Source: an optimization exercise on an open RTL-to-GDS flow (aim: small area and a short achievable clock period). Production flows keep margins and buffers that such runs may drop.
In this exercise RTL edits were held to simulation tests only and were not proved equivalent to the original.
No driver is modelled on the clock port, so clock power and skew are understated where the tree is cut down; a real chip needs a root buffer or a tree.

==> 04-23 <==
Design pte_rx, start of the top module:
module pte_rx (
    input  wire        clk,
    input  wire        rst,             
    input  wire        in_valid,
    input  wire [7:0]  in_byte,
    output reg         res_valid,
    output wire [7:0]  res_code,        
    output wire [15:0] res_data_len,    
    output wire [7:0]  res_opt_len,     
    output wire [2:0]  res_addr_ctl,    
    output wire        res_ext_hdr_valid,
    output wire [7:0]  res_ext_hdr,
    output wire [47:0] res_orig,        
    output wire        res_dest_valid,
    output wire [31:0] res_dest,        
    output wire [1:0]  res_kind,        
    output wire [31:0] res_data,        
    output wire [7:0]  res_subtel,      
    output wire [15:0] res_rssi_dbm     
);
==> flow/config.mk <==
export PLATFORM = sky130hd
export DESIGN_NAME = pte_rx
export DESIGN_NICKNAME = pte_rx
export VERILOG_FILES = /design/flow/design.v
export SDC_FILE = /design/flow/constraint.sdc
export NUM_CORES = 4
export LEC_CHECK = 0
export CAP_MARGIN = 20
export CORE_MARGIN = 2
export CORE_UTILIZATION = 60
export SETUP_SLACK_MARGIN = 3.1
export SLEW_MARGIN = 20
==> flow/constraint.sdc <==
create_clock -name core_clock -period 5.0 [get_ports {clk}]
set_input_delay 1.0000 -clock core_clock [delete_from_list [all_inputs] [get_ports {clk}]]
set_output_delay 1.0000 -clock core_clock [all_outputs]
set_load 0.01 [all_outputs]
standard.sh (not shown) runs the stock make flow with config.mk's settings and CLKGATE_MAP_FILE= SYNTH_SCRIPT=/design/flow/synth_recipe.tcl, a recipe that flattens the netlist after the stock synthesis.
==> flow/flow/run.sh <==
#!/bin/bash
# Layout: the standard flow (standard synthesis included), with
# - port buffers of the smallest plain buffer instead of the delay buffer
#   that buffer_ports picks by itself;
# - a hand-built two-level clock tree (flow/cts_hook.tcl) in place of
#   TritonCTS's three-level one.
set -euo pipefail
bash standard.sh BUFFER_PORTS_ARGS="-buffer_cell sky130_fd_sc_hd__buf_1" \
  PRE_CTS_TCL="$PWD/flow/cts_hook.tcl" finish > standard_flow.log 2>&1
Other scripts of this flow, unchanged in this note and not shown: flow/flow/cts_hook.tcl, flow/flow/mycts.tcl
==> 03-08 (differences from 04-23) <==
CORE_UTILIZATION = 65   (was 60)
SETUP_SLACK_MARGIN = 3.0   (was 3.1)
==> 10-12 (differences from 04-23) <==
CORE_UTILIZATION = 75   (was 60)
SETUP_SLACK_MARGIN = 3.0   (was 3.1)
==> 11-09 (differences from 04-23) <==
--- a/flow/design.v
+++ b/flow/design.v
@@ -46,20 +46,17 @@
   localparam [2:0] A_PT   = 3'd4;    
   localparam [2:0] A_HC   = 3'd5;    
   localparam [2:0] A_BODY = 3'd6;    
   reg  [2:0]  ast;
   reg  [15:0] data_len;
   reg  [7:0]  opt_len;
-  reg  [15:0] cnt;            
-  reg         cnt_zero;       
-  reg         cnt_one;        
+  reg  [15:0] pos;            
   reg         in_opt;         
   reg  [7:0]  crc;            
   reg         hdr_bad;
   reg         pkt_bad;
-  reg         oversize;       
   localparam [3:0] P_HDR  = 4'd0;
   localparam [3:0] P_EXTH = 4'd1;
   localparam [3:0] P_EXTK = 4'd2;
   localparam [3:0] P_ORIG = 4'd3;
   localparam [3:0] P_DEST = 4'd4;
   localparam [3:0] P_DATA = 4'd5;
@@ -84,17 +81,17 @@
   reg  [7:0]  dcrc;           
   reg  [4:0]  code;           
   wire [7:0]  crc_next;
   wire [7:0]  dcrc_next;
   pte_crc8_rom u_crc  (.idx(crc  ^ rb), .val(crc_next));
   pte_crc8_rom u_dcrc (.idx(dcrc ^ rb), .val(dcrc_next));
-  function automatic [15:0] dec16(input [15:0] x);
+  function automatic [15:0] inc16(input [15:0] x);
     integer i;
     begin
       for (i = 0; i < 16; i = i + 1)
-        dec16[i] = x[i] ^ ~(|(x & ((16'd1 << i) - 16'd1)));
+        inc16[i] = x[i] ^ (&(x | ~((16'd1 << i) - 16'd1)));
     end
   endfunction
   function automatic [7:0] neg8(input [7:0] x);
     integer i;
     begin
       for (i = 0; i < 8; i = i + 1)
@@ -108,28 +105,28 @@
       c = 1'b0;
       for (i = 0; i < 8; i = i + 1)
         c = (a[i] & b[i]) | ((a[i] | b[i]) & c);
       cout8 = c;
     end
   endfunction
-  wire [7:0]  csa_x = {data_len[7:3] ^ rb[7:3], ~(data_len[2:0] ^ rb[2:0])};
-  wire [7:0]  csa_y = {data_len[7:3] & rb[7:3],  (data_len[2:0] | rb[2:0])};
+  wire [7:0]  csa_x = {data_len[7:3] ^ opt_len[7:3], ~(data_len[2:0] ^ opt_len[2:0])};
+  wire [7:0]  csa_y = {data_len[7:3] & opt_len[7:3],  (data_len[2:0] | opt_len[2:0])};
   wire        lo_c  = cout8(csa_x, {csa_y[6:0], 1'b0});
   wire        hi_ff = &data_len[15:8];
   wire        hi_fe = (data_len[15:8] == 8'hFE);
-  wire        oversize_in = (hi_ff && (csa_y[7] || lo_c)) || (hi_fe && csa_y[7] && lo_c);
+  wire        oversize = (hi_ff && (csa_y[7] || lo_c)) || (hi_fe && csa_y[7] && lo_c);
+  wire        pay_done  = (pos == data_len);
   wire        opt_zero  = (opt_len == 8'd0);
-  wire        at_trail  = in_opt ? cnt_one : (cnt_zero && opt_zero);
-  wire        cnt_hi0   = (cnt[15:2] == 14'd0);
+  wire        opt_done  = (pos[7:0] == opt_len);
+  wire        at_trail  = in_opt ? opt_done : (pay_done && opt_zero);
   wire        in_body   = rv && (ast == A_BODY);
   wire        last_byte = in_body && at_trail;
   wire        discard   = (ast == A_WAIT) || ((ast == A_PT) && oversize);
-  wire [2:0]  orig_last = (rb[7:5] == 3'b000) ? 3'd2 :
-                          (rb[7:5] == 3'b011) ? 3'd5 : 3'd3;
+  wire [2:0]  orig_last = (addr_ctl == 3'b000) ? 3'd2 :
+                          (addr_ctl == 3'b011) ? 3'd5 : 3'd3;
   wire [2:0]  data_last = (kind_sel == 4'd2) ? 3'd3 : 3'd0;
-  wire        fcnt_zero = (fcnt == 3'd0);
   wire        kind_bad  = (kind_sel > 4'd2);
   wire        dl_short  = (data_len[15:3] == 13'd0) && (data_len[2:0] != 3'd7);
   reg  [7:0]  code_next;
   always @(*) begin
     if (hdr_bad)                               code_next = 8'h12;
     else if (pkt_bad)                          code_next = 8'h13;
@@ -173,33 +170,27 @@
   end
   always @(posedge clk) begin
     if (rv) begin
       if (ast == A_LH) data_len[15:8] <= rb;
       if (ast == A_LL) data_len[7:0]  <= rb;
       if (ast == A_OL) opt_len        <= rb;
-      if (ast == A_OL) oversize       <= oversize_in;
       if (ast == A_PT) pkt_bad        <= (rb != PT_RADIO);
       if (ast == A_HC) hdr_bad        <= (crc != rb);
       if (last_byte)   code           <= {code_next[5:4], code_next[2:0]};
     end
   end
   always @(posedge clk) begin
     if (rv && ast == A_HC) begin
-      cnt      <= data_len;
-      cnt_zero <= (data_len == 16'd0);
-      in_opt   <= 1'b0;
+      pos    <= 16'd0;
+      in_opt <= 1'b0;
     end else if (in_body) begin
-      if (!in_opt && cnt_zero) begin
-        cnt      <= {8'd0, opt_len};
-        cnt_one  <= (opt_len == 8'd1);
-        in_opt   <= 1'b1;
-      end else begin
-        cnt      <= dec16(cnt);
-        cnt_zero <= cnt_hi0 && (cnt[1:0] == 2'd1);
-        cnt_one  <= cnt_hi0 && (cnt[1:0] == 2'd2);
-      end
+      if (!in_opt && pay_done) begin
+        pos    <= 16'd1;
+        in_opt <= 1'b1;
+      end else
+        pos    <= inc16(pos);
     end
   end
   always @(posedge clk) begin
     if (rst) res_valid <= 1'b0;
     else     res_valid <= last_byte;
   end
@@ -213,13 +204,13 @@
           ext_flag     <= rb[4];
           kind_sel     <= rb[3:0];
           dest_valid   <= (rb[7:5] == 3'b010);
           orig[23:0]   <= 24'd0;    
           data[23:0]   <= 24'd0;
           dcrc         <= 8'd0;
-          fcnt         <= orig_last;
+          fcnt         <= 3'd0;
           if (rb[4])
             pst <= P_EXTH;
           else if (rb[3:0] == 4'hF)
             pst <= P_EXTK;
           else
             pst <= P_ORIG;
@@ -228,33 +219,33 @@
           ext_hdr <= rb;
           pst     <= (kind_sel == 4'hF) ? P_EXTK : P_ORIG;
         end
         P_EXTK: pst <= P_ORIG;
         P_ORIG: begin
           orig <= {orig[39:0], rb};
-          if (fcnt_zero) begin
-            fcnt <= dest_valid ? 3'd3 : data_last;
+          if (fcnt == orig_last) begin
+            fcnt <= 3'd0;
             pst  <= dest_valid ? P_DEST : kind_bad ? P_DONE : P_DATA;
           end else
-            fcnt <= fcnt - 3'd1;
+            fcnt <= fcnt + 3'd1;
         end
         P_DEST: begin
           dest <= {dest[23:0], rb};
-          if (fcnt_zero) begin
-            fcnt <= data_last;
+          if (fcnt == 3'd3) begin
+            fcnt <= 3'd0;
             pst  <= kind_bad ? P_DONE : P_DATA;
           end else
-            fcnt <= fcnt - 3'd1;
+            fcnt <= fcnt + 3'd1;
         end
         P_DATA: begin
           data <= {data[23:0], rb};
           dcrc <= dcrc_next;
-          if (fcnt_zero)
+          if (fcnt == data_last)
             pst <= P_DCRC;
           else
-            fcnt <= fcnt - 3'd1;
+            fcnt <= fcnt + 3'd1;
         end
         P_DCRC: pst <= (dcrc != rb) ? P_E23 : P_SUB;
         P_SUB: begin
           subtel <= rb;
           pst    <= P_SIG;
         end
SETUP_SLACK_MARGIN = 3.15   (was 3.1)
==> notes <==
- Global-route usage: 04-23 < 11-09 < 03-08 < 10-12.
- 03-08 went through all stages and came out clean. 11-09 went through all stages and came out clean. 10-12 completed without violations. 04-23 produced a clean layout.
- The lowest worst hold slack belongs to 03-08, the highest to 11-09.
- Clock skew: 11-09 > 04-23 > 10-12 > 03-08.
- Final cell count: 03-08 is lower than 04-23 (about 8%).
No run of this note takes its clock network from TritonCTS; it comes from the design's own scripts or RTL.

## what the ideal ports hide
How much do the figures lean on ideal ports? The routed layouts below were timed once more, with nothing changed but the port constraints.
Step 1 sets driving cells, clkbuf_16 on the clock port and buf_2 on the other inputs (assumed; they add their load-dependent delay and slew).
Step 2 also shifts input and output timing later by t, the mid clock arrival at the registers, as if the neighbouring blocks saw the same clock.
Three values: ideal ports, drivers, drivers and shift; two values: the first two.
run	t, ns	slack for setup (ns)	worst hold slack (ns)	worst setup path at the end	clock arrival spread, ns
04-23	0.375	3.039 / 2.970 / 3.086	0.449 / 0.449 / 0.449	register to register	0.046 / 0.046
03-08	0.368	3.002 / 2.932 / 3.005	0.430 / 0.430 / 0.430	register to register	0.022 / 0.022
10-12	0.385	2.894 / 2.882 / 2.894	0.442 / 0.442 / 0.442	register to register	0.043 / 0.043
11-09	0.383	2.870 / 2.853 / 2.870	0.450 / 0.450 / 0.450	register to register	0.067 / 0.068
After both steps setup and hold are still met in every run listed.
